What follows belongs to an exercise in optimizing a design on an open flow for a short achievable clock period and few clock cycles per item; a production flow would make more cautious choices. Only simulation tests tie the RTL to the original design; equivalence was not proved.

Setup of main:
Design mrct_decoder, start of the top module:
module mrct_decoder (
    input  wire        clk,
    input  wire        rst,
    input  wire        start,
    input  wire        kind,         
    input  wire [11:0] width,
    input  wire [11:0] height,
    input  wire [23:0] src_len,
    input  wire [23:0] dst_cap,
    output wire        src_re,
    output wire [23:0] src_addr,
    input  wire [7:0]  src_rdata,
    output wire        dst_re,
    output wire [23:0] dst_raddr,
    input  wire [7:0]  dst_rdata,
    output wire        dst_we,
    output wire [23:0] dst_waddr,
    output wire [7:0]  dst_wdata,
    output wire        busy,
    output reg         done,
    output reg         error,
    output reg  [3:0]  err_code,
    output reg  [23:0] src_pos,
    output reg  [23:0] dst_pos,
    output reg  [23:0] err_pos
);
Size: roughly 3700 cells after synthesis, ~250 I/O pins.
==> flow/config.mk <==
export PLATFORM = sky130hd
export DESIGN_NAME = mrct_decoder
export DESIGN_NICKNAME = mrct_decoder
export VERILOG_FILES = /design/flow/design.v
export SDC_FILE = /design/flow/constraint.sdc
export NUM_CORES = 4
export LEC_CHECK = 0
export CAP_MARGIN = 20
export CORE_MARGIN = 2
export CORE_UTILIZATION = 40
export SLEW_MARGIN = 20
==> flow/constraint.sdc <==
create_clock -name core_clock -period 11.0 [get_ports {clk}]
set_input_delay 2.2000 -clock core_clock [delete_from_list [all_inputs] [get_ports {clk}]]
set_output_delay 2.2000 -clock core_clock [all_outputs]
set_load 0.01 [all_outputs]
standard.sh (not shown) runs the stock make flow with config.mk's settings and CLKGATE_MAP_FILE= SYNTH_SCRIPT=/design/flow/synth_recipe.tcl, a recipe that flattens the netlist after the stock synthesis.
==> flow/flow/run.sh <==
#!/bin/bash
set -euo pipefail
MARGIN=${MARGIN:-8.0}
bash standard.sh synth > synth.log 2>&1
bash standard.sh SETUP_SLACK_MARGIN=$MARGIN finish > layout.log 2>&1
main completed; timing, DRC and antenna clean
Testbench counts of main, summed over its fixed seeds: cycles 378,399, bytes 374,011.
Modified inputs, the feature branch compared to main
-- flow/design.v --
<<< main, line 129
    reg  [15:0] tw3;            
    reg  [2:0]  mcnt;
    reg         wz;             
    reg  [23:0] pp;             
>>> the feature branch, line 129
    reg  [15:0] tw3;            
    reg  [2:0]  mcnt;
    reg  [15:0] mul_d;          
    reg         wz;             
    reg  [23:0] pp;             
<<< main, line 147
    reg  [5:0]  c_dcol;         
    reg         e_oob, e_short, e_shift;
    reg         h_valid;
    reg         h_lit, h_final, h_one;
>>> the feature branch, line 148
    reg  [5:0]  c_dcol;         
    reg         e_oob, e_short, e_shift;
    reg  [25:0] nx_rem;
    reg  [23:0] nx_dpos, nx_pp, nx_sleft;
    reg         h_valid;
    reg         h_lit, h_final, h_one;
<<< main, line 168
    reg         dst_we_r;
    reg  [23:0] dst_waddr_r;
    reg  [23:0] wptr;           
    reg  [7:0]  wdata;          
    reg  [7:0]  h1, h2;         
>>> the feature branch, line 171
    reg         dst_we_r;
    reg  [23:0] dst_waddr_r;
    reg  [7:0]  wdata;          
    reg  [7:0]  h1, h2;         
<<< main, line 207
    wire        d_is1   = c_small && (c_ds == 7'd1);
    wire        d_is2   = c_small && (c_ds == 7'd2);
    wire [23:0] u_sleft = h_lit ? (sleft - {6'd0, h_nb}) : sleft;
    wire        u_err   = e_oob || e_short || e_shift;
    wire        rd_fetch = ps[P_FETCH] && !rem_zero && sl_nz;
>>> the feature branch, line 209
    wire        d_is1   = c_small && (c_ds == 7'd1);
    wire        d_is2   = c_small && (c_ds == 7'd2);
    wire [23:0] sl_new  = c_lit ? t_sl[23:0] : sleft;
    wire        u_err   = e_oob || e_short || e_shift;
    wire        rd_fetch = ps[P_FETCH] && !rem_zero && sl_nz;
<<< main, line 234
                            (mul_m[11:10] == 2'd2) ? {1'b0, tw1, 1'b0} :
                            (mul_m[11:10] == 2'd1) ? {2'b00, tw1} : 16'd0;
    wire        mul_last  = (mcnt == 3'd5);
    wire        end_ok    = !be_has && !h_valid;
    wire        c2_go = ps[P_C2] && !h_valid;
>>> the feature branch, line 236
                            (mul_m[11:10] == 2'd2) ? {1'b0, tw1, 1'b0} :
                            (mul_m[11:10] == 2'd1) ? {2'b00, tw1} : 16'd0;
    wire        mul_last  = (mcnt == 3'd6);
    wire        end_ok    = !be_has && !h_valid;
    wire        c2_go = ps[P_C2] && !h_valid;
<<< main, line 268
            sl_nz <= (sleft != 24'd1);
        end else if (ps[P_UPD]) begin
            sleft <= u_sleft;
            sl_nz <= (u_sleft != 24'd0);
        end
        if (ps[P_CFG0])      pp <= 24'd0;
        else if (p_rd)       pp <= pp_p1;
        else if (ps[P_UPD] && h_lit) pp <= pp + {6'd0, h_nb};
        if (ps[P_W2]) begin
            cmd_r  <= src_rdata;
>>> the feature branch, line 270
            sl_nz <= (sleft != 24'd1);
        end else if (ps[P_UPD]) begin
            sleft <= nx_sleft;
            sl_nz <= (nx_sleft != 24'd0);
        end
        if (ps[P_CFG0])      pp <= 24'd0;
        else if (p_rd)       pp <= pp_p1;
        else if (ps[P_UPD])  pp <= nx_pp;
        if (ps[P_W2]) begin
            cmd_r  <= src_rdata;
<<< main, line 290
            sl_nz <= (sleft != 24'd0);
            rem_p <= 26'd0;
            mcnt  <= 3'd0;
        end
        if (ps[P_MUL]) begin
            rem_p <= {rem_p[23:0], 2'b00} + {10'd0, mul_digit};
            mul_m <= {mul_m[9:0], 2'b00};
            mcnt  <= mcnt + 3'd1;
>>> the feature branch, line 292
            sl_nz <= (sleft != 24'd0);
            rem_p <= 26'd0;
            mul_d <= 16'd0;
            mcnt  <= 3'd0;
        end
        if (ps[P_MUL]) begin
            rem_p <= {rem_p[23:0], 2'b00} + {10'd0, mul_d};
            mul_d <= mul_digit;
            mul_m <= {mul_m[9:0], 2'b00};
            mcnt  <= mcnt + 3'd1;
<<< main, line 313
            e_short  <= c_lit && t_sl[24];
            e_shift  <= !c_lit && (d_le0 || t_src[24]);
        end
        if (!h_valid) begin
>>> the feature branch, line 317
            e_short  <= c_lit && t_sl[24];
            e_shift  <= !c_lit && (d_le0 || t_src[24]);
            nx_rem   <= t_rem[25:0];
            nx_dpos  <= dpos + {6'd0, c_nb};
            nx_pp    <= c_lit ? pp + {6'd0, c_nb} : pp;
            nx_sleft <= sl_new;
        end
        if (!h_valid) begin
<<< main, line 324
        end
        if (ps[P_UPD]) begin
            rem_p    <= rem_p - {8'd0, h_nb};
            rem_zero <= h_final;
            if (!u_err) dpos <= dpos + {6'd0, h_nb};
        end
        if (take) begin
>>> the feature branch, line 332
        end
        if (ps[P_UPD]) begin
            rem_p    <= nx_rem;
            rem_zero <= h_final;
            if (!u_err) dpos <= nx_dpos;
        end
        if (take) begin
<<< main, line 353
            h2 <= h1;
        end
        dst_waddr_r <= wptr;
        wptr        <= ps[P_CFG0] ? 24'd0 : wptr + {23'd0, r_valid};
        if (rst) begin
            ps       <= {{(NPS-1){1'b0}}, 1'b1};
>>> the feature branch, line 361
            h2 <= h1;
        end
        dst_waddr_r <= ps[P_CFG0] ? 24'd0 : dst_waddr_r + {23'd0, dst_we_r};
        if (rst) begin
            ps       <= {{(NPS-1){1'b0}}, 1'b1};
Results
NOTE: shortest clock period the worst path allows after layout in the feature branch falls short of that of main
Relative to main, area after synthesis has gone up in the feature branch.
Looking at sequential cell area in the final layout, the feature branch sits 12% above main.
Compared the feature branch vs main, and flip-flop and latch count is up in the feature branch.
Compared with main, the feature branch shows a higher die area.
NOTE: synthesized cell count in the feature branch exceeds that of main
The feature branch — fraction of the cycle the final worst path needs 2.0 points lower, main as reference
Cmp the feature branch and main / relative slew slack / higher: main
Testbench counts of the feature branch, summed over its fixed seeds: cycles 378,511, bytes 374,011.

## port drivers added, routing unchanged
The results above use ideal ports. As a check the final layouts listed here were re-extracted and re-timed, cells and wires unchanged. Step 1 assumes that a clkbuf_16 drives the clock port and a buf_2 every other input. Step 2 adds t to the input delays and takes it off the output delays; t is the mean of the earliest and latest rising clock arrival at the registers after step 1. Input paths then give back, and output paths get back, about the clock's delay inside the block. a / b / c = ideal / step 1 / step 2; a / b = the first two.
run | t, ns | slack for setup (ns) | hold WS [ns] | slew at the worst register clock pin (ns)
main | 0.698 | 7.432 / 7.432 / 7.223 | 0.332 / 0.332 / 0.332 | 0.06 / 0.06
the feature branch | 0.717 | 7.647 / 7.578 / 7.371 | 0.404 / 0.404 / 0.404 | 0.06 / 0.06
After both steps every run listed still meets setup and hold. For the feature branch, which loses most, drivers alone change the setup slack by -0.069 ns; drivers and shift together by -0.276 ns.
